This design comes from an exercise in tuning for small area, a short achievable clock period and few clock cycles on the open sky130 flow, not from production work.
In this exercise RTL edits were held to simulation tests only and were not proved equivalent to the original.
Power is estimated from default activity; no workload was simulated.

--- design/flow/run.sh ---
#!/bin/bash
# synth_recipe.tcl (not shown) runs the flow's synth.tcl, then flattens the netlist and writes it again
# the make line also repeats each setting of config.mk as NAME=value (left out here)
make -C /OpenROAD-flow-scripts/flow DESIGN_CONFIG=/design/flow/config.mk WORK_HOME=/design/flow/orfs CLKGATE_MAP_FILE= SYNTH_SCRIPT=/design/flow/synth_recipe.tcl finish
--- design/flow/config.mk ---
export PLATFORM = sky130hd
export DESIGN_NAME = usb_uart_bridge
export DESIGN_NICKNAME = usb_uart_bridge
export VERILOG_FILES = /design/flow/design.v
export SDC_FILE = /design/flow/constraint.sdc
export NUM_CORES = 4
export LEC_CHECK = 0
export ABC_CLOCK_PERIOD_IN_PS = 2800
export CAP_MARGIN = 20
export CORE_MARGIN = 2
export CORE_UTILIZATION = 65
export CTS_BUF_LIST = sky130_fd_sc_hd__clkbuf_4 sky130_fd_sc_hd__clkbuf_8
export CTS_CLUSTER_DIAMETER = 50
export CTS_CLUSTER_SIZE = 12
export SETUP_SLACK_MARGIN = 4.3
export SLEW_MARGIN = 20
--- design/flow/constraint.sdc ---
create_clock -name core_clock -period 7.0 [get_ports {clk}]
set_input_delay 1.4000 -clock core_clock [delete_from_list [all_inputs] [get_ports {clk}]]
set_output_delay 1.4000 -clock core_clock [all_outputs]
set_load 0.01 [all_outputs]
--- design/flow/design.v ---
module ring_buffer #(
    parameter N  = 64,
    parameter AW = 6,
    parameter LO = 3                
) (
    input  wire          clk,
    input  wire          rst,
    input  wire          put,        
    input  wire [7:0]    put_data,
    input  wire          get,        
    output reg  [7:0]    rd_data,    
    output reg           empty,
    output reg           full,
    output reg  [AW-1:0] depth
);
    localparam NL = 1 << LO;
    localparam NH = N >> LO;
    localparam LAST = N - 2;        
    reg [8*(N-1)-1:0] store;
    reg [NL-1:0]  rs_lo;            
    reg [NL-1:0]  rs_lo_n;          
    reg [NH-1:0]  rs_hi;
    reg [AW-1:0]  wp;               
    reg           wb_v;
    reg [7:0]     wb_d;
    reg [NL-1:0]  we_lo;            
    reg [NH-1:0]  we_hi;            
    reg           one, two;
    integer i, j;
    always @(posedge clk) begin
        for (j = 0; j < NH; j = j + 1)
            for (i = 0; i < NL; i = i + 1)
                if (NL*j+i <= LAST && we_hi[j] && we_lo[i])
                    store[8*(NL*j+i) +: 8] <= wb_d;
    end
    wire [AW-1:0] wp1 = (wp == LAST) ? {AW{1'b0}} : wp + 1'b1;
    wire [NL-1:0] lo_sel_a = rs_lo;
    wire [NL-1:0] lo_sel_b = ~rs_lo_n;
    wire [NH-1:0] hi_sel   = rs_hi;
    reg  [7:0]    grp, nxt;
    always @(*) begin
        nxt = 8'h0;
        for (j = 0; j < NH; j = j + 1) begin
            grp = 8'h0;
            for (i = 0; i < NL; i = i + 1)
                if (NL*j+i <= LAST)
                    grp = grp | (store[8*(NL*j+i) +: 8] &
                                 {{4{lo_sel_b[i]}}, {4{lo_sel_a[i]}}});
            nxt = nxt | (grp & {8{hi_sel[j]}});
        end
    end
    always @(posedge clk) begin
        if (get) begin
            if (one)
                rd_data <= put_data;
            else if (two && wb_v)
                rd_data <= wb_d;
            else
                rd_data <= nxt;
        end else if (empty && put) begin
            rd_data <= put_data;
        end
    end
    wire [AW-1:0] dp1 = depth + 1'b1;
    wire [AW-1:0] dm1 = depth - 1'b1;
    wire          up  = put && !get;
    wire          dn  = get && !put;
    always @(posedge clk) begin
        wb_d  <= put_data;
        we_lo <= {{(NL-1){1'b0}}, 1'b1} << wp1[LO-1:0];
        if (rst) begin
            we_hi <= {NH{1'b0}};
            rs_lo <= {{(NL-2){1'b0}}, 2'b10};
            rs_lo_n <= ~{{(NL-2){1'b0}}, 2'b10};
            rs_hi <= {{(NH-1){1'b0}}, 1'b1};
            wp    <= LAST;
            wb_v  <= 1'b0;
            depth <= {AW{1'b0}};
            empty <= 1'b1;
            one   <= 1'b0;
            two   <= 1'b0;
            full  <= 1'b0;
        end else begin
            wb_v  <= put;
            we_hi <= put ? ({{(NH-1){1'b0}}, 1'b1} << wp1[AW-1:LO]) : {NH{1'b0}};
            if (put) wp <= wp1;
            if (get) begin
                if (rs_hi[NH-1] && rs_lo[NL-2]) begin
                    rs_lo <= {{(NL-1){1'b0}}, 1'b1};
                    rs_lo_n <= ~{{(NL-1){1'b0}}, 1'b1};
                    rs_hi <= {{(NH-1){1'b0}}, 1'b1};
                end else begin
                    rs_lo <= {rs_lo[NL-2:0], rs_lo[NL-1]};
                    rs_lo_n <= {rs_lo_n[NL-2:0], rs_lo_n[NL-1]};
                    if (rs_lo[NL-1])
                        rs_hi <= {rs_hi[NH-2:0], rs_hi[NH-1]};
                end
            end
            if (up) begin
                depth <= dp1;
                empty <= 1'b0;
                one   <= empty;
                two   <= one;
                full  <= (dp1 == {AW{1'b1}});
            end else if (dn) begin
                depth <= dm1;
                empty <= one;
                one   <= two;
                two   <= (depth == 3);
                full  <= 1'b0;
            end
        end
    end
endmodule
module usb_uart_bridge (
    input  wire        clk,
    input  wire        rst,
    input  wire        cmd_valid,
    input  wire [7:0]  cmd_data,
    output wire        cmd_ready,
    output reg         ev_valid,
    output reg  [3:0]  ev_code,
    output reg  [31:0] ev_data,
    input  wire        ev_ready
);
    localparam [3:0] EV_BRR      = 4'h0,
                     EV_SETCR    = 4'h1,
                     EV_CLRCR    = 4'h2,
                     EV_READDR   = 4'h3,
                     EV_WRITEDR  = 4'h4,
                     EV_NVIC     = 4'h5,
                     EV_REGOUT   = 4'h6,
                     EV_CFGEP    = 4'h7,
                     EV_USBREAD  = 4'h8,
                     EV_WDATA    = 4'h9,
                     EV_USBWRITE = 4'hA,
                     EV_CLEARNAK = 4'hB,
                     EV_RETURN   = 4'hC,
                     EV_RESULT   = 4'hD,
                     EV_LINEOUT  = 4'hE,
                     EV_HALT     = 4'hF;
    localparam [2:0] P_OP    = 3'd0,    
                     P_ARG   = 3'd1,    
                     P_LEN   = 3'd2,    
                     P_DATA  = 3'd3,    
                     P_MULTI = 3'd4,    
                     P_DRAIN = 3'd5;    
    localparam [3:0] M_INIT1 = 4'd0,    
                     M_INIT2 = 4'd1,    
                     M_IRQTX = 4'd2,    
                     M_HALT1 = 4'd3,    
                     M_CFG1  = 4'd4,    
                     M_CFG2  = 4'd5,    
                     M_RET0  = 4'd6,    
                     M_RET1  = 4'd7,    
                     M_BULK  = 4'd8;    
    function [2:0] fmt_of;
        input [7:0] o;
        begin
            case (o)
                8'h01, 8'h02, 8'h03, 8'h05, 8'h06, 8'h07,
                8'h10, 8'h13, 8'h50, 8'h61:       fmt_of = 3'd0;
                8'h00, 8'h04, 8'h42, 8'h60:       fmt_of = 3'd1;
                8'h40:                            fmt_of = 3'd2;
                8'h11:                            fmt_of = 3'd3;
                8'h12, 8'h41, 8'h43:              fmt_of = 3'd4;
                default:                          fmt_of = 3'd7;
            endcase
        end
    endfunction
    reg        hv, sv;           
    reg  [7:0] hb, sb;
    localparam K_ZERO = 0, K_NZ = 1, K_01 = 2, K_02 = 3, K_03 = 4, K_05 = 5,
               K_06 = 6, K_07 = 7, K_10 = 8, K_13 = 9, K_50 = 10, K_61 = 11;
    reg  [11:0] hk;
    function [11:0] kdec;
        input [7:0] b;
        begin
            kdec = 12'h0;
            kdec[K_ZERO] = (b == 8'h00);
            kdec[K_NZ]   = (fmt_of(b) != 3'd0);
            kdec[K_01]   = (b == 8'h01);
            kdec[K_02]   = (b == 8'h02);
            kdec[K_03]   = (b == 8'h03);
            kdec[K_05]   = (b == 8'h05);
            kdec[K_06]   = (b == 8'h06);
            kdec[K_07]   = (b == 8'h07);
            kdec[K_10]   = (b == 8'h10);
            kdec[K_13]   = (b == 8'h13);
            kdec[K_50]   = (b == 8'h50);
            kdec[K_61]   = (b == 8'h61);
        end
    endfunction
    reg        crdy;
    assign cmd_ready = crdy;
    wire go     = !ev_valid || ev_ready;
    wire cmd_in = cmd_valid && crdy;
    reg [2:0]  ph;
    reg [3:0]  step;
    reg [8:0]  ok;          
    localparam O_00 = 0, O_04 = 1, O_42 = 2, O_60 = 3, O_40 = 4, O_11 = 5,
               O_12 = 6, O_41 = 7, O_43 = 8;
    function [8:0] okdec;
        input [7:0] b;
        begin
            okdec = 9'h0;
            okdec[O_00] = (b == 8'h00);
            okdec[O_04] = (b == 8'h04);
            okdec[O_42] = (b == 8'h42);
            okdec[O_60] = (b == 8'h60);
            okdec[O_40] = (b == 8'h40);
            okdec[O_11] = (b == 8'h11);
            okdec[O_12] = (b == 8'h12);
            okdec[O_41] = (b == 8'h41);
            okdec[O_43] = (b == 8'h43);
        end
    endfunction
    reg [1:0]  argc;
    reg [1:0]  alast;
    reg        bm21;        
    reg [7:0]  rem;         
    reg        l7;          
    reg [7:0]  cnt;
    reg        skip;
    reg        pending;
    reg        nakf;
    reg        halt;
    reg [31:0] baud;
    reg [4:0]  ucr;
    reg        nvic_en;
    reg        rxne;
    reg [7:0]  rdr;
    reg        txe;
    reg [7:0]  tdr;
    reg        rx_put, rx_get, tx_put, tx_get;
    reg  [7:0] rx_put_data;
    wire [7:0] rx_rd_data, tx_rd_data;
    wire       rx_empty, rx_full, tx_empty, tx_full;
    wire [5:0] rx_depth;
    wire [6:0] tx_depth;
    ring_buffer #(.N(64), .AW(6)) u_rxrb (
        .clk(clk), .rst(rst),
        .put(rx_put && go), .put_data(rx_put_data), .get(rx_get && go),
        .rd_data(rx_rd_data), .empty(rx_empty), .full(rx_full), .depth(rx_depth)
    );
    ring_buffer #(.N(128), .AW(7)) u_txrb (
        .clk(clk), .rst(rst),
        .put(tx_put && go), .put_data(hb), .get(tx_get && go),
        .rd_data(tx_rd_data), .empty(tx_empty), .full(tx_full), .depth(tx_depth)
    );
    reg        take, tail;
    reg        e_v;
    reg [3:0]  e_c;
    reg [31:0] e_d;
    reg [2:0]  n_ph;
    reg [3:0]  n_step;
    reg [8:0]  n_ok;
    reg [1:0]  n_argc, n_alast;
    reg [7:0]  n_rem, n_cnt;
    reg        n_bm21;
    reg        n_l7;
    reg        n_skip, n_pending, n_nakf, n_halt, n_nvic, n_rxne, n_txe;
    reg [31:0] n_baud;
    reg [4:0]  n_ucr;
    reg [7:0]  n_rdr, n_tdr;
    wire [7:0] bulk_n = (hb > 8'd64) ? 8'd64 : hb;
    wire [7:0] ctrl_n = (hb > 8'd7)  ? 8'd7  : hb;
    wire       last   = (rem == 8'd1);
    task start_cmd;
        begin
            n_ok   = okdec(hb);
            n_argc = 2'd0;
            case (fmt_of(hb))
                3'd1: begin n_ph = P_ARG; n_alast = 2'd0; end
                3'd2: begin n_ph = P_ARG; n_alast = 2'd1; end
                3'd3: begin n_ph = P_ARG; n_alast = 2'd3; end
                3'd4: n_ph = P_LEN;
                default: n_ph = P_OP;
            endcase
        end
    endtask
    task irq_tx;
        begin
            e_v = 1'b1;
            if (tx_empty) begin
                e_c = EV_CLRCR; e_d = 32'h10;
                n_ucr[4] = 1'b0;
            end else begin
                e_c = EV_WRITEDR; e_d = {24'h0, tx_rd_data};
                tx_get = 1'b1;
                n_tdr = tx_rd_data;
                n_txe = 1'b0;
            end
        end
    endtask
    always @(*) begin
        take = 1'b0; tail = 1'b0;
        e_v = 1'b0; e_c = 4'h0; e_d = 32'h0;
        rx_put = 1'b0; rx_put_data = hb; rx_get = 1'b0;
        tx_put = 1'b0; tx_get = 1'b0;
        n_ph = ph; n_step = step; n_ok = ok; n_argc = argc; n_alast = alast;
        n_bm21 = bm21; n_rem = rem; n_l7 = l7; n_cnt = cnt; n_skip = skip;
        n_pending = pending; n_nakf = nakf; n_halt = halt; n_nvic = nvic_en;
        n_baud = baud; n_ucr = ucr; n_rxne = rxne; n_rdr = rdr;
        n_txe = txe; n_tdr = tdr;
        case (ph)
            P_OP: if (hv) begin
                take = 1'b1;
                n_ok = okdec(hb);
                if (hk[K_NZ]) begin
                    start_cmd;
                end else if (!halt || hk[K_61]) begin
                    if (hk[K_01]) begin
                        e_v = 1'b1; e_c = EV_RESULT;
                        e_d = rx_empty ? 32'h0 : {23'h0, 1'b1, rx_rd_data};
                        rx_get = !rx_empty;
                    end
                    if (hk[K_05]) begin
                        e_v = 1'b1; e_c = EV_RESULT;
                        e_d = tx_empty ? 32'h0 : {23'h0, 1'b1, tx_rd_data};
                        tx_get = !tx_empty;
                    end
                    if (hk[K_02]) begin e_v = 1'b1; e_c = EV_RESULT; e_d = {26'h0, rx_depth}; end
                    if (hk[K_06]) begin e_v = 1'b1; e_c = EV_RESULT; e_d = {25'h0, tx_depth}; end
                    if (hk[K_03]) begin e_v = 1'b1; e_c = EV_RESULT; e_d = {31'h0, rx_empty}; end
                    if (hk[K_07]) begin e_v = 1'b1; e_c = EV_RESULT; e_d = {31'h0, tx_empty}; end
                    if (hk[K_10]) begin
                        e_v = 1'b1; e_c = EV_BRR; e_d = baud;
                        n_ph = P_MULTI; n_step = M_INIT1;
                    end
                    if (hk[K_13]) begin
                        if (rxne) begin
                            e_v = 1'b1; e_c = EV_READDR; e_d = {24'h0, rdr};
                            n_rxne = 1'b0;
                            if (rx_full) begin
                                n_ph = P_MULTI; n_step = M_HALT1;
                            end else begin
                                rx_put = 1'b1; rx_put_data = rdr;
                                if (txe) begin
                                    n_ph = P_MULTI; n_step = M_IRQTX;
                                end
                            end
                        end else if (txe) begin
                            irq_tx;
                        end
                    end
                    if (hk[K_50]) begin
                        n_cnt = 8'h0;
                        if (nakf && !tx_depth[6]) begin
                            e_v = 1'b1; e_c = EV_CLEARNAK; e_d = 32'h1;
                            n_nakf = 1'b0;
                            if (!rx_empty) n_ph = P_DRAIN;
                        end else if (!rx_empty) begin
                            e_v = 1'b1; e_c = EV_WDATA; e_d = {24'h0, rx_rd_data};
                            rx_get = 1'b1;
                            n_cnt = 8'h1;
                            n_ph = P_DRAIN;
                        end
                    end
                    if (hk[K_61]) begin
                        if (ucr[1] && ucr[2] && !txe) begin
                            e_v = 1'b1; e_c = EV_LINEOUT; e_d = {24'h0, tdr};
                            n_txe = 1'b1;
                        end
                    end
                end
            end
            P_ARG: if (hv) begin
                take = 1'b1;
                n_argc = argc + 2'd1;
                if (argc == 2'd0) n_bm21 = (hb == 8'h21);
                if (ok[O_11] && !halt) n_baud[8*argc +: 8] = hb;
                if (argc == alast) begin
                    n_ph = P_OP;
                    if (!halt || ok[O_60]) begin
                        case (1'b1)
                            ok[O_00]: begin
                                e_v = 1'b1; e_c = EV_RESULT; e_d = {31'h0, !rx_full};
                                rx_put = !rx_full;
                            end
                            ok[O_04]: begin
                                e_v = 1'b1; e_c = EV_RESULT; e_d = {31'h0, !tx_full};
                                tx_put = !tx_full;
                            end
                            ok[O_42]: begin
                                e_v = 1'b1;
                                if (hk[K_ZERO]) begin
                                    e_c = EV_RETURN; e_d = 32'h0;
                                end else begin
                                    e_c = EV_REGOUT; e_d = 32'h1;
                                    n_ph = P_MULTI; n_step = M_CFG1;
                                end
                            end
                            ok[O_60]: begin
                                if (ucr[1] && ucr[3] && !rxne) begin
                                    n_rdr = hb;
                                    n_rxne = 1'b1;
                                end
                            end
                            ok[O_40]: begin
                                e_v = 1'b1; e_c = EV_RETURN;
                                n_pending = 1'b0;
                                if (bm21 && hb == 8'h20) begin
                                    n_pending = 1'b1;
                                    e_d = 32'h0;
                                end else if (bm21 && hb == 8'h22) begin
                                    e_c = EV_USBWRITE; e_d = 32'h0;
                                    n_ph = P_MULTI; n_step = M_RET0;
                                end else begin
                                    e_d = 32'h1;
                                end
                            end
                            ok[O_11]: begin
                                e_v = 1'b1; e_c = EV_BRR; e_d = {hb, baud[23:0]};
                            end
                            default: ;
                        endcase
                    end
                end
            end
            P_LEN: if (hv) begin
                take = 1'b1;
                n_rem = hb;
                n_l7 = (hb == 8'd7);
                n_cnt = 8'h0;
                n_skip = 1'b0;
                n_ph = hk[K_ZERO] ? P_OP : P_DATA;
                if (halt) begin
                    n_skip = 1'b1;
                end else begin
                    case (1'b1)
                        ok[O_41]: begin
                            e_v = 1'b1;
                            if (!pending) begin
                                e_c = EV_RETURN; e_d = 32'h1;
                                n_skip = 1'b1;
                            end else begin
                                n_pending = 1'b0;
                                e_c = EV_USBREAD; e_d = {16'h0, ctrl_n, 8'h0};
                                if (hk[K_ZERO]) begin
                                    n_ph = P_MULTI; n_step = M_RET1;
                                end
                            end
                        end
                        ok[O_43]: begin
                            e_v = 1'b1; e_c = EV_USBREAD; e_d = {16'h0, bulk_n, 8'h1};
                            if (hk[K_ZERO]) begin
                                n_ph = P_MULTI; n_step = M_BULK;
                            end
                        end
                        default: ;
                    endcase
                end
            end
            P_DATA: if (hv) begin
                take = 1'b1;
                n_cnt = cnt + 8'd1;
                n_rem = rem - 8'd1;
                if (last) n_ph = P_OP;
                if (!skip) begin
                    case (1'b1)
                        ok[O_12], ok[O_43]: begin
                            if (ok[O_12] || !cnt[7] && !cnt[6]) begin
                                e_v = 1'b1;
                                if (tx_full) begin
                                    e_c = EV_HALT; e_d = 32'd2;
                                    n_halt = 1'b1;
                                    n_skip = 1'b1;
                                end else begin
                                    e_c = EV_SETCR; e_d = 32'h10;
                                    tx_put = 1'b1;
                                    n_ucr[4] = 1'b1;
                                    if (last && ok[O_43]) begin
                                        n_ph = P_MULTI; n_step = M_BULK;
                                    end
                                end
                            end else if (last) begin
                                n_ph = P_MULTI; n_step = M_BULK;
                            end
                        end
                        ok[O_41]: begin
                            if (l7) begin
                                if (cnt < 8'd4) n_baud[8*cnt[1:0] +: 8] = hb;
                                if (cnt == 8'd4) begin
                                    e_v = 1'b1; e_c = EV_BRR; e_d = baud;
                                end
                                if (cnt == 8'd5) begin
                                    e_v = 1'b1; e_c = EV_USBWRITE; e_d = 32'h0;
                                end
                                if (cnt == 8'd6) begin
                                    e_v = 1'b1; e_c = EV_RETURN; e_d = 32'h0;
                                end
                            end else if (last) begin
                                e_v = 1'b1; e_c = EV_RETURN; e_d = 32'h1;
                            end
                        end
                        default: ;
                    endcase
                end
            end
            P_MULTI: begin
                e_v = 1'b1;
                tail = 1'b1;
                n_ph = P_OP;
                case (step)
                    M_INIT1: begin
                        e_c = EV_SETCR; e_d = 32'h0F;
                        n_ucr = ucr | 5'h0F;
                        n_ph = P_MULTI; n_step = M_INIT2;
                        tail = 1'b0;
                    end
                    M_INIT2: begin
                        e_c = EV_NVIC; e_d = 32'h0;
                        n_nvic = 1'b1;
                    end
                    M_IRQTX: irq_tx;
                    M_HALT1: begin
                        e_c = EV_HALT; e_d = 32'd1;
                        n_halt = 1'b1;
                    end
                    M_CFG1: begin
                        e_c = EV_CFGEP; e_d = 32'h12;
                        n_ph = P_MULTI; n_step = M_CFG2;
                        tail = 1'b0;
                    end
                    M_CFG2: begin
                        e_c = EV_CFGEP; e_d = 32'h01;
                        n_ph = P_MULTI; n_step = M_RET0;
                        tail = 1'b0;
                    end
                    M_RET0: begin e_c = EV_RETURN; e_d = 32'h0; end
                    M_RET1: begin e_c = EV_RETURN; e_d = 32'h1; end
                    default: begin    
                        e_c = EV_RETURN;
                        e_d = tx_depth[6] ? 32'h2 : 32'h0;
                        if (tx_depth[6]) n_nakf = 1'b1;
                    end
                endcase
            end
            P_DRAIN: begin
                e_v = 1'b1;
                if (!cnt[6] && !rx_empty) begin
                    e_c = EV_WDATA; e_d = {24'h0, rx_rd_data};
                    rx_get = 1'b1;
                    n_cnt = cnt + 8'd1;
                end else begin
                    e_c = EV_USBWRITE; e_d = {16'h0, cnt, 8'h2};
                    n_ph = P_OP;
                    tail = 1'b1;
                end
            end
            default: n_ph = P_OP;
        endcase
        if (tail && hv && hk[K_NZ]) begin
            take = 1'b1;
            start_cmd;
        end
    end
    wire take_g = take && go;
    always @(posedge clk) begin
        if (rst) begin
            hv   <= 1'b0;
            sv   <= 1'b0;
            crdy <= 1'b1;
        end else begin
            if (take_g) begin
                if (sv) begin
                    hb <= sb;
                    hk <= kdec(sb);
                    sv <= cmd_in;
                    sb <= cmd_data;
                end else begin
                    hv <= cmd_in;
                    hb <= cmd_data;
                    hk <= kdec(cmd_data);
                end
            end else if (cmd_in) begin
                if (hv) begin
                    sv <= 1'b1;
                    sb <= cmd_data;
                end else begin
                    hv <= 1'b1;
                    hb <= cmd_data;
                    hk <= kdec(cmd_data);
                end
            end
            crdy <= (({1'b0, hv} + {1'b0, sv} + {1'b0, cmd_in}) <= {1'b0, take_g} + 2'd1);
        end
    end
    always @(posedge clk) begin
        if (rst)
            ev_valid <= 1'b0;
        else if (go)
            ev_valid <= e_v;
    end
    always @(posedge clk) begin
        if (go) begin
            ev_code <= e_c;
            ev_data <= e_d;
        end
    end
    always @(posedge clk) begin
        if (rst) begin
            ph      <= P_OP;
            step    <= 4'd0;
            ok      <= 9'h0;
            argc    <= 2'd0;
            alast   <= 2'd0;
            bm21    <= 1'b0;
            rem     <= 8'h0;
            l7      <= 1'b0;
            cnt     <= 8'h0;
            skip    <= 1'b0;
            pending <= 1'b0;
            nakf    <= 1'b0;
            halt    <= 1'b0;
            baud    <= 32'd9600;
            ucr     <= 5'h0;
            nvic_en <= 1'b0;
            rxne    <= 1'b0;
            rdr     <= 8'h0;
            txe     <= 1'b1;
            tdr     <= 8'h0;
        end else if (go) begin
            ph      <= n_ph;
            step    <= n_step;
            ok      <= n_ok;
            argc    <= n_argc;
            alast   <= n_alast;
            bm21    <= n_bm21;
            rem     <= n_rem;
            l7      <= n_l7;
            cnt     <= n_cnt;
            skip    <= n_skip;
            pending <= n_pending;
            nakf    <= n_nakf;
            halt    <= n_halt;
            baud    <= n_baud;
            ucr     <= n_ucr;
            nvic_en <= n_nvic;
            rxne    <= n_rxne;
            rdr     <= n_rdr;
            txe     <= n_txe;
            tdr     <= n_tdr;
        end
    end
endmodule
==> summary.txt, run 1 <==
# TYPE chip_impl_metric gauge
chip_impl_info{name="tritoncts",value="built"} 1
chip_impl_metric{name="cts.reportedPaths.clkPinSlew",unit="ns"} 0.08
chip_impl_info{name="yosys.area.top_type",value="edfxtp_1"} 1
chip_impl_metric{name="final_hold_viols",unit=""} 0
chip_impl_info{name="path_delay_family",value="flip-flops"} 1
chip_impl_metric{name="cts-root-to-sink-buffers",unit=""} 3
chip_impl_metric{name="h_tree_levels",unit=""} 4
chip_impl_metric{name="post-route-period-util",unit="%"} 40.7
chip_impl_metric{name="critical_path.n_buffers_inverters",unit=""} 1
chip_impl_info{name="cts_root_buffer",value="clkbuf_8"} 1
chip_impl_metric{name="die_area",unit="mm^2"} 0.113
chip_impl_metric{name="tightestPinTransition",unit="ns"} 1.16
chip_impl_metric{name="drtAntennaViolNets",unit=""} 0
chip_impl_metric{name="tns",unit="ns"} 0
chip_impl_metric{name="slew_headroom",unit="%"} 22.9
chip_impl_info{name="synth.top_cells.by_area",value="edfxtp_1, a22oi_1, dfxtp_1, and2_1, a41oi_1"} 1
chip_impl_metric{name="timing.clock.skew",unit="ns"} 0.0621
chip_impl_metric{name="boundaryPins",unit=""} 50
chip_impl_info{name="min-delay-path-class",value="reg -> reg"} 1
chip_impl_metric{name="proportion_of_layout_cells_with_a_drive_suffix_above_1",unit="%"} 15.1
chip_impl_metric{name="chipHeight",unit="um"} 337
chip_impl_metric{name="final_nets",unit=""} 5021
chip_impl_metric{name="grt_antenna_before_repair",unit=""} 6
chip_impl_info{name="result_of_the_run",value="timing/DRC/antenna clean"} 1
chip_impl_metric{name="floorplan.initialDensity",unit="%"} 65.3
chip_impl_metric{name="syn_avg_cell_area",unit="um^2"} 14.8
chip_impl_info{name="start_kind",value="flip-flop"} 1
chip_impl_metric{name="synth_cell_types",unit=""} 94
chip_impl_metric{name="detail_route.first_pass.iterations",unit=""} 8
chip_impl_metric{name="cts_made_buffers",unit=""} 183
chip_impl_metric{name="number_of_global_route_vias_before_repair",unit=""} 43700
chip_impl_metric{name="insertion_delay",unit="ns"} 0.93
chip_impl_metric{name="total_wirelength",unit="mm"} 216
chip_impl_metric{name="netlist_instances",unit=""} 4864
chip_impl_metric{name="post-place-ws",unit="ns"} 2.06
chip_impl_metric{name="ys.warnings.count",unit=""} 7
chip_impl_metric{name="timing.max_cap.violations",unit=""} 0
chip_impl_info{name="critical_path.cell_chain",value="buf_2"} 1
chip_impl_metric{name="syn_area",unit="mm^2"} 0.0720
chip_impl_metric{name="worstPathMaxFanout",unit=""} 1
chip_impl_metric{name="finalSetupViolations",unit=""} 0
chip_impl_info{name="cp_slowest_cell",value="edfxtp_1"} 1
chip_impl_info{name="layout_commonest_cell",value="edfxtp_1"} 1
chip_impl_metric{name="clkSinkCount",unit=""} 1845
chip_impl_metric{name="drc",unit=""} 0
chip_impl_metric{name="synth_edf_count",unit=""} 1600
chip_impl_metric{name="globalplace.congestion",unit=""} 0.978
chip_impl_metric{name="post-synth-top-area-fraction",unit="%"} 66.8
chip_impl_info{name="rsz_0062_raised_after_global_routing",value="yes"} 1
chip_impl_metric{name="biggest_cell_delay_along_the_critical_path",unit="ns"} 0.41
chip_impl_metric{name="placeableCoreArea",unit="mm^2"} 0.110
chip_impl_info{name="dominantRegCellSynth",value="edfxtp_1"} 1
chip_impl_metric{name="grt_util_all_layers",unit="%"} 37.5
chip_impl_metric{name="syn_nets",unit=""} 4907
chip_impl_metric{name="synth_sequential_area_ratio",unit="%"} 73.6
chip_impl_metric{name="area_taken_by_multi_input_logic_gates",unit="mm^2"} 0.0184
chip_impl_metric{name="critical_path_required",unit="ns"} 5.60
chip_impl_metric{name="time_the_final_worst_path_needs_with_i_o_delays_and_setup",unit="ns"} 2.85
chip_impl_info{name="layout_common_cells",value="edfxtp_1, a22oi_1, and2_1, dfxtp_1, nand2_1"} 1
chip_impl_info{name="end_kind",value="output port"} 1
chip_impl_metric{name="final_max_slew_viol_count",unit=""} 0
chip_impl_info{name="critical_path_class",value="reg -> out"} 1
chip_impl_metric{name="worst-endpoint-arrival",unit="ns"} 1.45
chip_impl_metric{name="starting_drt_drc_count",unit=""} 7848
chip_impl_metric{name="final_critical_path_setup_slack",unit="ns"} 4.15
chip_impl_metric{name="grt-ovfl-total",unit=""} 0
chip_impl_metric{name="maximum_number_of_pins_on_one_net_before_global_route_repair",unit=""} 121
chip_impl_metric{name="die_x",unit="um"} 337
chip_impl_metric{name="power_density",unit="mW/mm^2"} 266
chip_impl_metric{name="detailed_placer_s_ending_hpwl",unit="mm"} 119
chip_impl_metric{name="placement.io_buffers",unit=""} 49
chip_impl_metric{name="vias",unit=""} 47400
chip_impl_metric{name="nFillCells",unit=""} 7155
chip_impl_metric{name="areaGrowthSynthToFinish",unit="%"} 10.7
chip_impl_metric{name="irDropWorstVdd",unit="mV"} 0.184
chip_impl_metric{name="grt_first_pass_wirelength",unit="mm"} 304
chip_impl_metric{name="postSynth.asyncResetShare",unit="%"} 0
chip_impl_metric{name="max_freq",unit="MHz"} 351
chip_impl_metric{name="post_drt_wl_per_cell",unit="um"} 32.8
chip_impl_metric{name="total_leakage_power",unit="uW"} 0.0248
chip_impl_metric{name="flop_and_latch_count_out_of_synthesis",unit=""} 1845
chip_impl_metric{name="avgViaCountPerCell",unit=""} 7.20
chip_impl_metric{name="floorplan.rows",unit=""} 122
chip_impl_metric{name="register_area",unit="mm^2"} 0.0531
-- cell type report --
class / instances / area share, %
Multi-Input combinational cell: 2615 / 23.1
Timing Repair inverter: 3 / 0.0283
Inverter: 89 / 0.509
Tap cell: 1488 / 2.34
Sequential cell: 1845 / 66.6
Timing Repair Buffer: 241 / 2.99
Clock buffer: 254 / 3.86
Clock inverter: 43 / 0.481
Antenna cell: 9 / 0.0283
-- kinds of logic (layout without fill, tap and decap cells) --
family | Yosys count | in the layout | synth area share (%)
multiplexers | 34 | 34 | 0.489
flip-flops | 1845 | 1845 | 73.6
AO/OA/AOI/OAI | 1468 | 1469 | 15.0
adder cells (fa/ha/maj) | 31 | 31 | 0.550
buffers and inverters | 406 | 630 | 2.20
other | 0 | 9 | 0
XOR/XNOR | 31 | 31 | 0.377
AND/OR/NAND/NOR | 1049 | 1050 | 7.78
-- sequential cells by signal (all words and copies together), names as in the netlist, 9 cells and up --
register,flops
u_txrb.store,1016
hk,12
u_rxrb.store,504
ok,9
u_txrb.we_hi,16
u_txrb.rs_hi,16
baud,32
ev_data,32
-- stage by stage --
stage / power, uW / hold slack [ns] / instance area (um^2) / util, % / cells
after CTS: 21000 / 0.459 / 78600 / 71.4 / 6522
after detailed placement: 14400 / 0.450 / 74000 / 67.1 / 6168
final: 21200 / 0.456 / 79700 / 72.3 / 6587
after floorplan: 13700 / 0.346 / 72300 / - / 4864
after global routing: 21800 / 0.497 / 79700 / 72.3 / 6581
after global placement: 14400 / 0.438 / 74000 / 67.1 / 6168
-- cells in the mapped netlist (all sizes together) (32+ instances only) --
cell,count
nand2,201
nand4,91
dfxtp,245
buf,67
a221oi,78
edfxtp,1600
nand3,66
inv,84
clkbuf,250
nor2,208
a22oi,744
and2,214
a41oi,121
or3,47
nor3,48
a21oi,182
o21ai,99
nand2b,32
-- metal layers --
layer	global-route usage, %	vias to the layer above	part of all wire (%)
met3	9.68	581	14
met5	0	-	0.0042
met1	54.8	23500	38
met2	54.6	3488	44
li1	-	19800	-
met4	14.6	2	4.1
-- power breakdown --
group	switching (uW)	total, uW	internal, uW
sequential	284	12600	12300
combinational	1280	1980	699
clock	3670	6630	2970
total	5230	21200	16000
-- path summary, 6_finish.rpt --
path,from,endpoint,slack [ns],cells past startpoint
worst max register to register,step[3],u_txrb.depth[5],4.17,11
worst max-delay path,ev_data[31],ev_data[31],4.15,1
worst min register to register,bm21,bm21,0.46,2
worst min-delay path,bm21,bm21,0.46,2
-- repair_timing --
action / 4_1_cts / 5_1_grt
buffers inserted: 49 / 51
cloned: 8 / 5
setup endpoints to repair: 310 / 158
hold buffers: 0 / 0
pin swaps: 25 / 33
resized for setup: 314 / 110
Testbench counts, summed over its fixed seeds: cycles 36,968.
==> run 2: changes to the inputs <==
--- a/design/flow/config.mk
+++ b/design/flow/config.mk
@@ -7,3 +7,3 @@
 export LEC_CHECK = 0
-export ABC_CLOCK_PERIOD_IN_PS = 2800
+export ABC_CLOCK_PERIOD_IN_PS = 3000
 export CAP_MARGIN = 20
==> summary.txt, run 2 <==
# TYPE chip_impl_metric gauge
chip_impl_info{name="synth.top_cells.by_area",value="edfxtp_1, a22oi_1, dfxtp_1, and2_1, a41oi_1"} 1
chip_impl_info{name="largest-register",value="u_txrb.store"} 1
chip_impl_metric{name="drtAntennaViolNets",unit=""} 0
chip_impl_metric{name="insertion_delay",unit="ns"} 0.93
chip_impl_metric{name="grt_antenna_before_repair",unit=""} 6
chip_impl_metric{name="globalplace.congestion",unit=""} 0.978
chip_impl_metric{name="worstPathMaxFanout",unit=""} 1
chip_impl_metric{name="critical_path.n_buffers_inverters",unit=""} 1
chip_impl_metric{name="syn_avg_cell_area",unit="um^2"} 14.8
chip_impl_metric{name="drc",unit=""} 0
chip_impl_metric{name="yosys.area_share.adder",unit="%"} 0.550
chip_impl_metric{name="time_the_final_worst_path_needs_with_i_o_delays_and_setup",unit="ns"} 2.85
chip_impl_info{name="cts_root_buffer",value="clkbuf_8"} 1
chip_impl_info{name="layout_commonest_cell",value="edfxtp_1"} 1
chip_impl_metric{name="tightestPinTransition",unit="ns"} 1.16
chip_impl_metric{name="netlist_instances",unit=""} 4864
chip_impl_metric{name="grt-ovfl-total",unit=""} 0
chip_impl_info{name="tritoncts",value="built"} 1
chip_impl_metric{name="postSynth.asyncResetShare",unit="%"} 0
chip_impl_info{name="synth_cell_count_leaders",value="edfxtp_1, a22oi_1, clkbuf_1"} 1
chip_impl_metric{name="maximum_number_of_pins_on_one_net_before_global_route_repair",unit=""} 121
chip_impl_metric{name="number_of_global_route_vias_before_repair",unit=""} 43700
chip_impl_metric{name="biggest_cell_delay_along_the_critical_path",unit="ns"} 0.41
chip_impl_metric{name="floorplan.initialDensity",unit="%"} 65.3
chip_impl_metric{name="irDropWorstVdd",unit="mV"} 0.184
chip_impl_metric{name="ys.warnings.count",unit=""} 7
chip_impl_metric{name="synth_edf_count",unit=""} 1600
chip_impl_metric{name="synth_cell_types",unit=""} 94
chip_impl_metric{name="synthSimpleGateAreaFrac",unit="%"} 7.78
chip_impl_metric{name="final_hold_viols",unit=""} 0
chip_impl_metric{name="detail_route.first_pass.iterations",unit=""} 8
chip_impl_metric{name="placeableCoreArea",unit="mm^2"} 0.110
chip_impl_metric{name="grt_first_pass_wirelength",unit="mm"} 304
chip_impl_metric{name="timing.max_cap.violations",unit=""} 0
chip_impl_metric{name="clkSinkCount",unit=""} 1845
chip_impl_info{name="critical_path_class",value="reg -> out"} 1
chip_impl_metric{name="detailed_placer_s_ending_hpwl",unit="mm"} 119
chip_impl_metric{name="total_wirelength",unit="mm"} 216
chip_impl_metric{name="power_density",unit="mW/mm^2"} 266
chip_impl_info{name="yosys.cell_count.top_type",value="edfxtp_1"} 1
chip_impl_metric{name="slew_headroom",unit="%"} 22.9
chip_impl_metric{name="proportion_of_layout_cells_with_a_drive_suffix_above_1",unit="%"} 15.1
chip_impl_metric{name="chipHeight",unit="um"} 337
chip_impl_metric{name="die_area",unit="mm^2"} 0.113
chip_impl_metric{name="die_x",unit="um"} 337
chip_impl_info{name="path_delay_family",value="flip-flops"} 1
chip_impl_metric{name="critical_path_required",unit="ns"} 5.60
chip_impl_metric{name="areaGrowthSynthToFinish",unit="%"} 10.7
chip_impl_metric{name="timing.clock.skew",unit="ns"} 0.0621
chip_impl_metric{name="post_drt_wl_per_cell",unit="um"} 32.8
chip_impl_metric{name="flop_and_latch_count_out_of_synthesis",unit=""} 1845
chip_impl_metric{name="max_freq",unit="MHz"} 351
chip_impl_metric{name="boundaryPins",unit=""} 50
chip_impl_metric{name="hold_buffers",unit=""} 0
chip_impl_metric{name="placement.cell_area",unit="mm^2"} 0.0740
chip_impl_metric{name="power",unit="uW"} 21200
chip_impl_metric{name="grt_util_all_layers",unit="%"} 37.5
chip_impl_info{name="min-delay-path-class",value="reg -> reg"} 1
chip_impl_info{name="start_kind",value="flip-flop"} 1
chip_impl_metric{name="h_tree_levels",unit=""} 4
chip_impl_metric{name="vias",unit=""} 47400
chip_impl_metric{name="avgViaCountPerCell",unit=""} 7.20
chip_impl_info{name="end_kind",value="output port"} 1
chip_impl_info{name="layout_common_cells",value="edfxtp_1, a22oi_1, and2_1, dfxtp_1, nand2_1"} 1
chip_impl_info{name="critical_path.cell_chain",value="buf_2"} 1
chip_impl_metric{name="largest_reg_flops",unit=""} 1016
chip_impl_info{name="yosys.area.top_type",value="edfxtp_1"} 1
chip_impl_metric{name="placement.io_buffers",unit=""} 49
chip_impl_metric{name="finalSetupViolations",unit=""} 0
chip_impl_metric{name="yosys-mux-area-fraction",unit="%"} 0.489
chip_impl_metric{name="worst-endpoint-arrival",unit="ns"} 1.45
chip_impl_metric{name="synth_compound_area_share",unit="%"} 15.0
chip_impl_metric{name="synth_xor_area_share",unit="%"} 0.377
chip_impl_metric{name="starting_drt_drc_count",unit=""} 7848
chip_impl_metric{name="syn_area",unit="mm^2"} 0.0720
chip_impl_metric{name="syn_nets",unit=""} 4907
chip_impl_info{name="reg.largest.list",value="u_txrb.store (1016), u_rxrb.store (504)"} 1
chip_impl_metric{name="cts.reportedPaths.clkPinSlew",unit="ns"} 0.08
chip_impl_info{name="result_of_the_run",value="timing/DRC/antenna clean"} 1
chip_impl_metric{name="cts-root-to-sink-buffers",unit=""} 3
chip_impl_metric{name="tns",unit="ns"} 0
chip_impl_info{name="dominant_combinational_cell_family_by_area_after_synthesis",value="compound AO/OA/AOI/OAI gates"} 1
chip_impl_metric{name="finalInstanceArea",unit="mm^2"} 0.0797
chip_impl_metric{name="final_max_slew_viol_count",unit=""} 0
chip_impl_info{name="dominantRegCellSynth",value="edfxtp_1"} 1
chip_impl_metric{name="post-route-period-util",unit="%"} 40.7
chip_impl_metric{name="synth_sequential_area_ratio",unit="%"} 73.6
chip_impl_metric{name="final_nets",unit=""} 5021
chip_impl_metric{name="floorplan.rows",unit=""} 122
chip_impl_info{name="cp_slowest_cell",value="edfxtp_1"} 1
chip_impl_metric{name="cts_made_buffers",unit=""} 183
chip_impl_metric{name="total_leakage_power",unit="uW"} 0.0248
chip_impl_info{name="rsz_0062_raised_after_global_routing",value="yes"} 1
chip_impl_metric{name="post-synth-top-area-fraction",unit="%"} 66.8
## run 2: through the flow
step | hold WS, ns | utilization (%) | instances | worst slack (ns)
finish | 0.456 | 72.3 | 6587 | 4.15
global route | 0.497 | 72.3 | 6581 | 4.11
CTS | 0.459 | 71.4 | 6522 | 4.09
detailed placement | 0.450 | 67.1 | 6168 | 2.06
global placement | 0.438 | 67.1 | 6168 | 2.13
floorplan | 0.346 | - | 4864 | 3.70
## run 2: path summary, 6_finish.rpt
check                     to  slack, ns   startpoint  depth (start not counted)
max reg2reg  u_txrb.depth[5]       4.17      step[3]                         11
min                     bm21       0.46         bm21                          2
min reg2reg             bm21       0.46         bm21                          2
max              ev_data[31]       4.15  ev_data[31]                          1
## run 2: timing repair
item                                    in CTS  in global routing
gates cloned                                 8                  5
setup buffers                               49                 51
pin swaps                                   25                 33
resized for setup                          314                110
endpoints found under the setup margin     310                158
## run 2: metal layers
layer  vias up  part of all wire [%]  track usage (%)
met5         -                0.0042                0
met4         2                   4.1             14.6
met3       581                    14             9.68
met2      3488                    44             54.6
met1     23500                    38             54.8
li1      19800                     -                -
## run 2: cells by family (layout without fill, tap and decap cells)
| logic type | count (synthesis) | in the layout |
|---|---|---|
| compound gates | 1468 | 1469 |
| xor+xnor | 31 | 31 |
| fa+ha+maj | 31 | 31 |
| buf+inv | 406 | 630 |
| flops | 1845 | 1845 |
| mux | 34 | 34 |
| other cells | 0 | 9 |
| simple gates | 1049 | 1050 |
## run 2: report_power, final
part	leakage [uW]	total [uW]	internal, uW	switching, uW
Clock	0.00183	6630	2970	3670
Combinational	0.00651	1980	699	1280
Sequential	0.0165	12600	12300	284
Total	0.0248	21200	16000	5230
## run 2: cell type report
| cell class | instances | area (um^2) |
|---|---|---|
| inverter | 89 | 405 |
| clock buffer | 254 | 3080 |
| antenna | 9 | 22.5 |
| tap | 1488 | 1860 |
| multi-input combinational | 2615 | 18400 |
| clock inverter | 43 | 383 |
| timing repair buffer | 241 | 2380 |
| sequential | 1845 | 53100 |
| fill | 7155 | 30500 |
| timing repair inverter | 3 | 22.5 |
==> run 3: changes to the inputs <==
--- a/design/flow/config.mk
+++ b/design/flow/config.mk
@@ -7,3 +7,3 @@
 export LEC_CHECK = 0
-export ABC_CLOCK_PERIOD_IN_PS = 3000
+export ABC_CLOCK_PERIOD_IN_PS = 2800
 export CAP_MARGIN = 20
@@ -13,3 +13,3 @@
 export CTS_CLUSTER_DIAMETER = 50
-export CTS_CLUSTER_SIZE = 12
+export CTS_CLUSTER_SIZE = 15
 export SETUP_SLACK_MARGIN = 4.3
==> summary.txt, run 3 <==
# TYPE chip_impl_metric gauge
chip_impl_info{name="result_of_the_run",value="timing/DRC/antenna clean"} 1
chip_impl_metric{name="nFillCells",unit=""} 7141
chip_impl_metric{name="irDropWorstVdd",unit="mV"} 0.184
chip_impl_metric{name="tns",unit="ns"} 0
chip_impl_metric{name="pwr-share-clk",unit="%"} 31.6
chip_impl_metric{name="synth_sequential_area_ratio",unit="%"} 73.6
chip_impl_info{name="yosys.area.top_type",value="edfxtp_1"} 1
chip_impl_metric{name="post_drt_wl_per_cell",unit="um"} 32.7
chip_impl_metric{name="wl_met2",unit="mm"} 95.8
chip_impl_info{name="synth.top_cells.by_area",value="edfxtp_1, a22oi_1, dfxtp_1, and2_1, a41oi_1"} 1
chip_impl_metric{name="flop_and_latch_count_out_of_synthesis",unit=""} 1845
chip_impl_metric{name="biggest_cell_delay_along_the_critical_path",unit="ns"} 0.41
chip_impl_metric{name="met3WireLength",unit="mm"} 27.6
chip_impl_metric{name="synth_cell_types",unit=""} 94
chip_impl_metric{name="post-route-period-util",unit="%"} 40.6
chip_impl_metric{name="die_x",unit="um"} 337
chip_impl_metric{name="chipHeight",unit="um"} 337
chip_impl_metric{name="critical_path_required",unit="ns"} 5.60
chip_impl_metric{name="globalplace.congestion",unit=""} 0.978
chip_impl_metric{name="timing.max_cap.violations",unit=""} 0
chip_impl_metric{name="drc",unit=""} 0
chip_impl_metric{name="power_switching",unit="uW"} 5220
chip_impl_metric{name="power.combinational.fraction",unit="%"} 9.0
chip_impl_metric{name="final_hold_viols",unit=""} 0
chip_impl_metric{name="worstPathMaxFanout",unit=""} 1
chip_impl_metric{name="netlist_instances",unit=""} 4864
chip_impl_metric{name="tightestPinTransition",unit="ns"} 1.17
chip_impl_metric{name="syn_area",unit="mm^2"} 0.0720
chip_impl_metric{name="drtAntennaViolNets",unit=""} 0
chip_impl_info{name="yosys.cell_count.top_type",value="edfxtp_1"} 1
chip_impl_metric{name="h_tree_levels",unit=""} 4
chip_impl_metric{name="power.share.switching",unit="%"} 24.6
chip_impl_info{name="min-delay-path-class",value="reg -> reg"} 1
chip_impl_metric{name="largest_reg_flops",unit=""} 1016
chip_impl_info{name="layout_common_cells",value="edfxtp_1, a22oi_1, and2_1, dfxtp_1, nand2_1"} 1
chip_impl_info{name="cts_root_buffer",value="clkbuf_8"} 1
chip_impl_info{name="top_layer",value="met5"} 1
chip_impl_info{name="end_kind",value="output port"} 1
chip_impl_metric{name="ys.warnings.count",unit=""} 7
chip_impl_metric{name="grt_first_pass_wirelength",unit="mm"} 303
chip_impl_metric{name="syn_avg_cell_area",unit="um^2"} 14.8
chip_impl_metric{name="power_density",unit="mW/mm^2"} 267
chip_impl_info{name="synth_cell_count_leaders",value="edfxtp_1, a22oi_1, clkbuf_1"} 1
chip_impl_metric{name="time_the_final_worst_path_needs_with_i_o_delays_and_setup",unit="ns"} 2.84
chip_impl_metric{name="final.hold.worst_slack",unit="ns"} 0.457
chip_impl_info{name="rsz_0062_raised_after_global_routing",value="yes"} 1
chip_impl_info{name="cp_slowest_cell",value="edfxtp_1"} 1
chip_impl_metric{name="number_of_global_route_vias_before_repair",unit=""} 43400
chip_impl_info{name="tritoncts",value="built"} 1
chip_impl_metric{name="detailed_placer_s_ending_hpwl",unit="mm"} 119
chip_impl_metric{name="hold_buffers",unit=""} 0
chip_impl_metric{name="proportion_of_layout_cells_with_a_drive_suffix_above_1",unit="%"} 14.4
chip_impl_info{name="critical_path_class",value="reg -> out"} 1
chip_impl_metric{name="die_area",unit="mm^2"} 0.113
chip_impl_metric{name="final_max_slew_viol_count",unit=""} 0
chip_impl_metric{name="cts.reportedPaths.clkPinSlew",unit="ns"} 0.08
chip_impl_metric{name="starting_drt_drc_count",unit=""} 7930
chip_impl_info{name="start_kind",value="flip-flop"} 1
chip_impl_metric{name="grt_antenna_before_repair",unit=""} 9
chip_impl_metric{name="worst-endpoint-arrival",unit="ns"} 1.44
chip_impl_info{name="critical_path.cell_chain",value="buf_2"} 1
chip_impl_metric{name="postSynth.asyncResetShare",unit="%"} 0
chip_impl_info{name="path_delay_family",value="flip-flops"} 1
chip_impl_metric{name="placement.io_buffers",unit=""} 49
chip_impl_metric{name="clkSinkCount",unit=""} 1845
chip_impl_metric{name="cts_made_buffers",unit=""} 164
chip_impl_metric{name="floorplan.initialDensity",unit="%"} 65.3
chip_impl_metric{name="synth_edf_count",unit=""} 1600
chip_impl_info{name="reg.largest.list",value="u_txrb.store (1016), u_rxrb.store (504)"} 1
chip_impl_metric{name="ff2ff_setup_slack",unit="ns"} 4.18
chip_impl_metric{name="vias",unit=""} 47300
chip_impl_metric{name="slew_headroom",unit="%"} 21.7
chip_impl_metric{name="critical_path.n_buffers_inverters",unit=""} 1
chip_impl_metric{name="floorplan.rows",unit=""} 122
chip_impl_metric{name="max_freq",unit="MHz"} 352
chip_impl_metric{name="drt-met1-wl",unit="mm"} 83.1
chip_impl_metric{name="cell_internal_pwr",unit="uW"} 16000
chip_impl_metric{name="total_wirelength",unit="mm"} 215
chip_impl_metric{name="placeableCoreArea",unit="mm^2"} 0.110
chip_impl_metric{name="post-synth-top-area-fraction",unit="%"} 66.8
chip_impl_metric{name="detail_route.first_pass.iterations",unit=""} 6
chip_impl_info{name="dominantRegCellSynth",value="edfxtp_1"} 1
chip_impl_metric{name="total_leakage_power",unit="uW"} 0.0247
chip_impl_metric{name="sequentialPowerShare",unit="%"} 59.4
chip_impl_metric{name="areaGrowthSynthToFinish",unit="%"} 10.6
chip_impl_metric{name="grt-ovfl-total",unit=""} 0
chip_impl_metric{name="maximum_number_of_pins_on_one_net_before_global_route_repair",unit=""} 121
chip_impl_metric{name="finalSetupViolations",unit=""} 0
chip_impl_metric{name="timing.clock.skew",unit="ns"} 0.0528
chip_impl_metric{name="insertion_delay",unit="ns"} 0.91
chip_impl_metric{name="final_nets",unit=""} 4995
chip_impl_info{name="largest-register",value="u_txrb.store"} 1
chip_impl_metric{name="syn_nets",unit=""} 4907
chip_impl_metric{name="boundaryPins",unit=""} 50
chip_impl_info{name="layout_commonest_cell",value="edfxtp_1"} 1
chip_impl_metric{name="grt_util_all_layers",unit="%"} 37.3
chip_impl_metric{name="cts-root-to-sink-buffers",unit=""} 3
chip_impl_metric{name="avgViaCountPerCell",unit=""} 7.21
[run 3: cell counts after synthesis]
No cell type changed its count.
[run 3: metrics by stage]
step | setup slack, ns | utilization [%] | cell area (um^2) | cells | power (uW)
after floorplan | 3.70 | - | 72300 | 4864 | 13700
after global placement | 2.13 | 67.1 | 74000 | 6168 | 14400
after detailed placement | 2.06 | 67.1 | 74000 | 6168 | 14400
after CTS | 4.11 | 71.4 | 78700 | 6505 | 21100
after global routing | 4.12 | 72.2 | 79600 | 6554 | 21700
final | 4.16 | 72.2 | 79600 | 6557 | 21200
[run 3: kinds of logic (layout without fill, tap and decap cells)]
family | Yosys count | count (layout) | share of synthesized area, %
AOI/OAI and AO/OA | 1468 | 1469 | 15.0
xor gates and xnor gates | 31 | 31 | 0.377
adders and majority gates | 31 | 31 | 0.550
buffers and inverters | 406 | 603 | 2.20
DFF | 1845 | 1845 | 73.6
muxes | 34 | 34 | 0.489
other | 0 | 6 | 0
and+or+nand+nor | 1049 | 1050 | 7.78
[run 3: routing by layer]
layer / vias to the layer above / GRT usage, %
met4: 2 / 13.3
li1: 19800 / -
met1: 23600 / 55.0
met5: - / 0
met2: 3367 / 55.0
met3: 498 / 8.65
[run 3: final timing paths]
check	startpoint	endpoint	cells after the start
hold / removal	bm21	bm21	2
hold reg to reg	bm21	bm21	2
setup reg to reg	ph[0]	u_txrb.depth[5]	13
setup / recovery	ev_data[27]	ev_data[27]	1
[run 3: repair_timing]
| action | in CTS | in global routing |
|---|---|---|
| endpoints found under the setup margin | 310 | 161 |
| pin swaps | 29 | 38 |
| setup buffers | 53 | 42 |
| resized for setup | 310 | 104 |
| cloned | 7 | 4 |
[run 3: power by group through the flow]
stage                     combinational, uW  sequential (uW)  clock [uW]
after floorplan                         889            12900           0
after global placement                 1530            12800           0
after detailed placement               1540            12800           0
after CTS                              1790            12600        6730
after global routing                   2000            12600        7110
final                                  1900            12600        6710
[run 3: area by class of cell]
type / count / area (um^2) / area share (%)
diodes: 6 / 15.0 / 0.0189
clock buffers: 207 / 2640 / 3.31
clock inverters: 70 / 830 / 1.04
inverters: 89 / 403 / 0.506
multi-input cells: 2615 / 18400 / 23.2
flip-flops and latches: 1845 / 53100 / 66.7
well taps: 1488 / 1860 / 2.34
repair buffers: 234 / 2320 / 2.92
repair inverters: 3 / 22.5 / 0.0283
==> run 4: changes to the inputs <==
--- a/design/flow/design.v
+++ b/design/flow/design.v
@@ -141,8 +141,8 @@
                      EV_HALT     = 4'hF;
-    localparam [2:0] P_OP    = 3'd0,    
-                     P_ARG   = 3'd1,    
-                     P_LEN   = 3'd2,    
-                     P_DATA  = 3'd3,    
-                     P_MULTI = 3'd4,    
-                     P_DRAIN = 3'd5;    
+    localparam [5:0] P_OP    = 6'b000001,    
+                     P_ARG   = 6'b000010,    
+                     P_LEN   = 6'b000100,    
+                     P_DATA  = 6'b001000,    
+                     P_MULTI = 6'b010000,    
+                     P_DRAIN = 6'b100000;    
     localparam [3:0] M_INIT1 = 4'd0,    
@@ -197,3 +197,3 @@
     wire cmd_in = cmd_valid && crdy;
-    reg [2:0]  ph;
+    reg [5:0]  ph;
     reg [3:0]  step;
@@ -254,3 +254,3 @@
     reg [31:0] e_d;
-    reg [2:0]  n_ph;
+    reg [5:0]  n_ph;
     reg [3:0]  n_step;
@@ -305,4 +305,4 @@
         n_txe = txe; n_tdr = tdr;
-        case (ph)
-            P_OP: if (hv) begin
+        case (1'b1)
+            ph[0]: if (hv) begin
                 take = 1'b1;
@@ -367,3 +367,3 @@
             end
-            P_ARG: if (hv) begin
+            ph[1]: if (hv) begin
                 take = 1'b1;
@@ -420,3 +420,3 @@
             end
-            P_LEN: if (hv) begin
+            ph[2]: if (hv) begin
                 take = 1'b1;
@@ -454,3 +454,3 @@
             end
-            P_DATA: if (hv) begin
+            ph[3]: if (hv) begin
                 take = 1'b1;
@@ -500,3 +500,3 @@
             end
-            P_MULTI: begin
+            ph[4]: begin
                 e_v = 1'b1;
@@ -539,3 +539,3 @@
             end
-            P_DRAIN: begin
+            ph[5]: begin
                 e_v = 1'b1;
--- a/design/flow/config.mk
+++ b/design/flow/config.mk
@@ -13,3 +13,3 @@
 export CTS_CLUSTER_DIAMETER = 50
-export CTS_CLUSTER_SIZE = 15
+export CTS_CLUSTER_SIZE = 12
 export SETUP_SLACK_MARGIN = 4.3
==> summary.txt, run 4 <==
# TYPE chip_impl_metric gauge
chip_impl_metric{name="slew_headroom",unit="%"} 26.1
chip_impl_metric{name="placement.io_buffers",unit=""} 49
chip_impl_metric{name="wl_met2",unit="mm"} 94.6
chip_impl_metric{name="hold_buffers",unit=""} 0
chip_impl_info{name="rsz_0062_raised_after_global_routing",value="yes"} 1
chip_impl_metric{name="placeableCoreArea",unit="mm^2"} 0.111
chip_impl_metric{name="synth_sequential_area_ratio",unit="%"} 73.3
chip_impl_metric{name="time_the_final_worst_path_needs_with_i_o_delays_and_setup",unit="ns"} 2.93
chip_impl_metric{name="pwr-share-clk",unit="%"} 34.2
chip_impl_metric{name="worstPathMaxFanout",unit=""} 1
chip_impl_metric{name="number_of_global_route_vias_before_repair",unit=""} 44100
chip_impl_metric{name="netlist_instances",unit=""} 4922
chip_impl_metric{name="post-place-ws",unit="ns"} 2.24
chip_impl_metric{name="cts-root-to-sink-buffers",unit=""} 3
chip_impl_metric{name="area_taken_by_multi_input_logic_gates",unit="mm^2"} 0.0189
chip_impl_metric{name="finalInstanceArea",unit="mm^2"} 0.0805
chip_impl_metric{name="power",unit="uW"} 19700
chip_impl_info{name="tritoncts",value="built"} 1
chip_impl_info{name="largest-register",value="u_txrb.store"} 1
chip_impl_metric{name="insertion_delay",unit="ns"} 0.92
chip_impl_info{name="critical_path.cell_chain",value="buf_2"} 1
chip_impl_metric{name="grt-ovfl-total",unit=""} 0
chip_impl_metric{name="tightestPinTransition",unit="ns"} 1.11
chip_impl_metric{name="timing.clock.skew",unit="ns"} 0.0539
chip_impl_metric{name="final_critical_path_setup_slack",unit="ns"} 4.07
chip_impl_metric{name="post_drt_wl_per_cell",unit="um"} 32.0
chip_impl_info{name="synth.top_cells.by_area",value="edfxtp_1, a22oi_1, dfxtp_1, and2_1, nor2_1"} 1
chip_impl_metric{name="grt_util_all_layers",unit="%"} 37.2
chip_impl_metric{name="irDropWorstVdd",unit="mV"} 0.208
chip_impl_metric{name="synth_edf_count",unit=""} 1600
chip_impl_info{name="min-delay-path-class",value="reg -> reg"} 1
chip_impl_metric{name="power_density",unit="mW/mm^2"} 244
chip_impl_info{name="critical_path_class",value="reg -> out"} 1
chip_impl_info{name="yosys.area.top_type",value="edfxtp_1"} 1
chip_impl_metric{name="postSynth.asyncResetShare",unit="%"} 0
chip_impl_metric{name="h_tree_levels",unit=""} 4
chip_impl_metric{name="finalSetupViolations",unit=""} 0
chip_impl_metric{name="synth_cell_types",unit=""} 94
chip_impl_metric{name="final_max_slew_viol_count",unit=""} 0
chip_impl_metric{name="detail_route.first_pass.iterations",unit=""} 9
chip_impl_metric{name="power.share.switching",unit="%"} 22.0
chip_impl_info{name="layout_commonest_cell",value="edfxtp_1"} 1
chip_impl_metric{name="yosys-mux-area-fraction",unit="%"} 0.777
chip_impl_metric{name="drc",unit=""} 0
chip_impl_info{name="reg.largest.list",value="u_txrb.store (1016), u_rxrb.store (504)"} 1
chip_impl_metric{name="floorplan.initialDensity",unit="%"} 65.4
chip_impl_info{name="start_kind",value="flip-flop"} 1
chip_impl_metric{name="syn_avg_cell_area",unit="um^2"} 14.7
chip_impl_metric{name="post-synth-top-area-fraction",unit="%"} 66.5
chip_impl_metric{name="chipHeight",unit="um"} 337
chip_impl_metric{name="detailed_placer_s_ending_hpwl",unit="mm"} 125
chip_impl_info{name="top_layer",value="met5"} 1
chip_impl_metric{name="die_x",unit="um"} 337
chip_impl_metric{name="areaGrowthSynthToFinish",unit="%"} 11.4
chip_impl_metric{name="met3WireLength",unit="mm"} 27.8
chip_impl_metric{name="placement.cell_area",unit="mm^2"} 0.0745
chip_impl_metric{name="boundaryPins",unit=""} 50
chip_impl_metric{name="final_nets",unit=""} 5124
chip_impl_metric{name="cell_internal_pwr",unit="uW"} 15300
chip_impl_metric{name="drtAntennaViolNets",unit=""} 0
chip_impl_metric{name="critical_path_required",unit="ns"} 5.60
chip_impl_metric{name="flop_and_latch_count_out_of_synthesis",unit=""} 1848
chip_impl_metric{name="nFillCells",unit=""} 7157
chip_impl_metric{name="vias",unit=""} 47700
chip_impl_info{name="path_delay_family",value="flip-flops"} 1
chip_impl_info{name="yosys.cell_count.top_type",value="edfxtp_1"} 1
chip_impl_metric{name="grt_antenna_before_repair",unit=""} 10
chip_impl_metric{name="synth_compound_area_share",unit="%"} 14.7
chip_impl_metric{name="synth_xor_area_share",unit="%"} 0.339
chip_impl_info{name="end_kind",value="output port"} 1
chip_impl_metric{name="proportion_of_layout_cells_with_a_drive_suffix_above_1",unit="%"} 16.0
chip_impl_metric{name="syn_area",unit="mm^2"} 0.0723
chip_impl_metric{name="floorplan.rows",unit=""} 122
chip_impl_metric{name="ys.warnings.count",unit=""} 7
chip_impl_metric{name="synthSimpleGateAreaFrac",unit="%"} 8.19
chip_impl_info{name="layout_common_cells",value="edfxtp_1, a22oi_1, nor2_1, and2_1, dfxtp_1"} 1
chip_impl_metric{name="worst-endpoint-arrival",unit="ns"} 1.53
chip_impl_metric{name="power.combinational.fraction",unit="%"} 3.3
chip_impl_metric{name="critical_path.n_buffers_inverters",unit=""} 1
chip_impl_info{name="cts_root_buffer",value="clkbuf_8"} 1
chip_impl_info{name="synth_cell_count_leaders",value="edfxtp_1, a22oi_1, nor2_1"} 1
chip_impl_metric{name="final_hold_viols",unit=""} 0
chip_impl_metric{name="total_leakage_power",unit="uW"} 0.0253
chip_impl_metric{name="globalplace.congestion",unit=""} 0.971
chip_impl_info{name="result_of_the_run",value="timing/DRC/antenna clean"} 1
chip_impl_metric{name="timing.max_cap.violations",unit=""} 0
chip_impl_info{name="cp_slowest_cell",value="edfxtp_1"} 1
chip_impl_metric{name="tns",unit="ns"} 0
chip_impl_metric{name="max_freq",unit="MHz"} 341
chip_impl_metric{name="total_wirelength",unit="mm"} 214
chip_impl_metric{name="avgViaCountPerCell",unit=""} 7.13
chip_impl_info{name="dominantRegCellSynth",value="edfxtp_1"} 1
chip_impl_metric{name="cts_made_buffers",unit=""} 183
chip_impl_metric{name="die_area",unit="mm^2"} 0.114
chip_impl_metric{name="grt_first_pass_wirelength",unit="mm"} 305
chip_impl_metric{name="cts.reportedPaths.clkPinSlew",unit="ns"} 0.08
chip_impl_metric{name="syn_nets",unit=""} 4964
chip_impl_info{name="dominant_combinational_cell_family_by_area_after_synthesis",value="compound AO/OA/AOI/OAI gates"} 1
chip_impl_metric{name="starting_drt_drc_count",unit=""} 7795
chip_impl_metric{name="drt-met1-wl",unit="mm"} 82.8
chip_impl_metric{name="power_switching",unit="uW"} 4330
chip_impl_metric{name="maximum_number_of_pins_on_one_net_before_global_route_repair",unit=""} 105
chip_impl_metric{name="largest_reg_flops",unit=""} 1016
chip_impl_metric{name="yosys.area_share.adder",unit="%"} 0.530
chip_impl_metric{name="clkSinkCount",unit=""} 1848
chip_impl_metric{name="sequentialPowerShare",unit="%"} 62.5
chip_impl_metric{name="register_area",unit="mm^2"} 0.0532
chip_impl_metric{name="post-route-period-util",unit="%"} 41.9
chip_impl_metric{name="biggest_cell_delay_along_the_critical_path",unit="ns"} 0.46
-- run 4: repair_timing --
item                                    4_1_cts  5_1_grt
setup buffers                                56       65
gates resized for setup                     342      132
endpoints found under the setup margin      329      163
pin swaps                                    29       60
cloned                                        8        5
-- run 4: worst paths after layout --
check,startpoint,endpoint,slack (ns),depth (start not counted)
worst max-delay path,ev_code[1],ev_code[1],4.07,1
worst min-delay path,baud[10],baud[10],0.49,1
worst min register to register,baud[10],baud[10],0.49,1
worst max register to register,ph[0],u_txrb.depth[5],4.19,12
-- run 4: final cells by class --
cell class	count	area share, %
sequential	1848	66.0
multi-input combinational	2675	23.5
clock buffer	258	3.88
timing repair buffer	274	3.10
tap	1488	2.31
inverter	94	0.593
clock inverter	39	0.506
timing repair inverter	6	0.0653
antenna	10	0.0311
-- run 4: kinds of logic (layout without fill, tap and decap cells) --
logic type,Yosys count,in the layout
buffers and inverters,402,671
adders and majority gates,30,30
other,0,10
DFF,1848,1848
AOI/OAI and AO/OA,1442,1443
and+or+nand+nor,1117,1119
xor gates and xnor gates,28,28
muxes,55,55
-- run 4: per-layer routing --
metal,GRT usage [%],vias up
li1,-,20100
met1,55.0,23800
met2,54.2,3360
met3,8.87,534
met4,14.1,4
met5,0,-
-- run 4: metrics by stage --
stage / hold slack [ns] / utilization (%) / instances
2_1_floorplan: 0.346 / - / 4922
3_3_place_gp: 0.470 / 67.4 / 6248
3_5_place_dp: 0.475 / 67.4 / 6250
4_1_cts: 0.493 / 71.8 / 6611
5_1_grt: 0.510 / 72.9 / 6683
6_report: 0.494 / 72.9 / 6692
-- run 4: power groups by stage --
stage	Sequential [uW]	Combinational (uW)	Clock [uW]
final	12300	648	6720
after global routing	12300	684	7170
after CTS	12300	597	6750
after detailed placement	12600	567	0
after global placement	12600	558	0
after floorplan	12600	246	0
Testbench counts of run 4, summed over its fixed seeds: cycles 36,968.

[what the ideal ports hide]
No port has a modelled driver above. Below, the same layouts with a new extraction and two added sets of constraints.
Step 1 sets driving cells, clkbuf_16 on the clock port and buf_2 on the other inputs (assumed; they add their load-dependent delay and slew).
Step 2 moves the port delays by t, midway between the first and last clock arrival at a register: inputs arrive t later, outputs are due t later. That takes back most of the time a late clock gives input paths.
Slacks: no drivers / after step 1 / after step 2; pairs: no drivers / after step 1.
run | t (ns) | setup WS [ns] | pins driven straight from the clock port
run 1 | 0.973 | 4.149 / 4.072 / 3.359 | 1
run 2 | 0.973 | 4.149 / 4.072 / 3.359 | 1
run 3 | 0.954 | 4.159 / 4.087 / 3.354 | 1
run 4 | 0.959 | 4.065 / 3.996 / 3.542 | 1
After both steps every run listed still meets setup and hold. The setup slack of run 3, which loses most, moves by -0.072 ns with the drivers and by -0.805 ns with both steps.
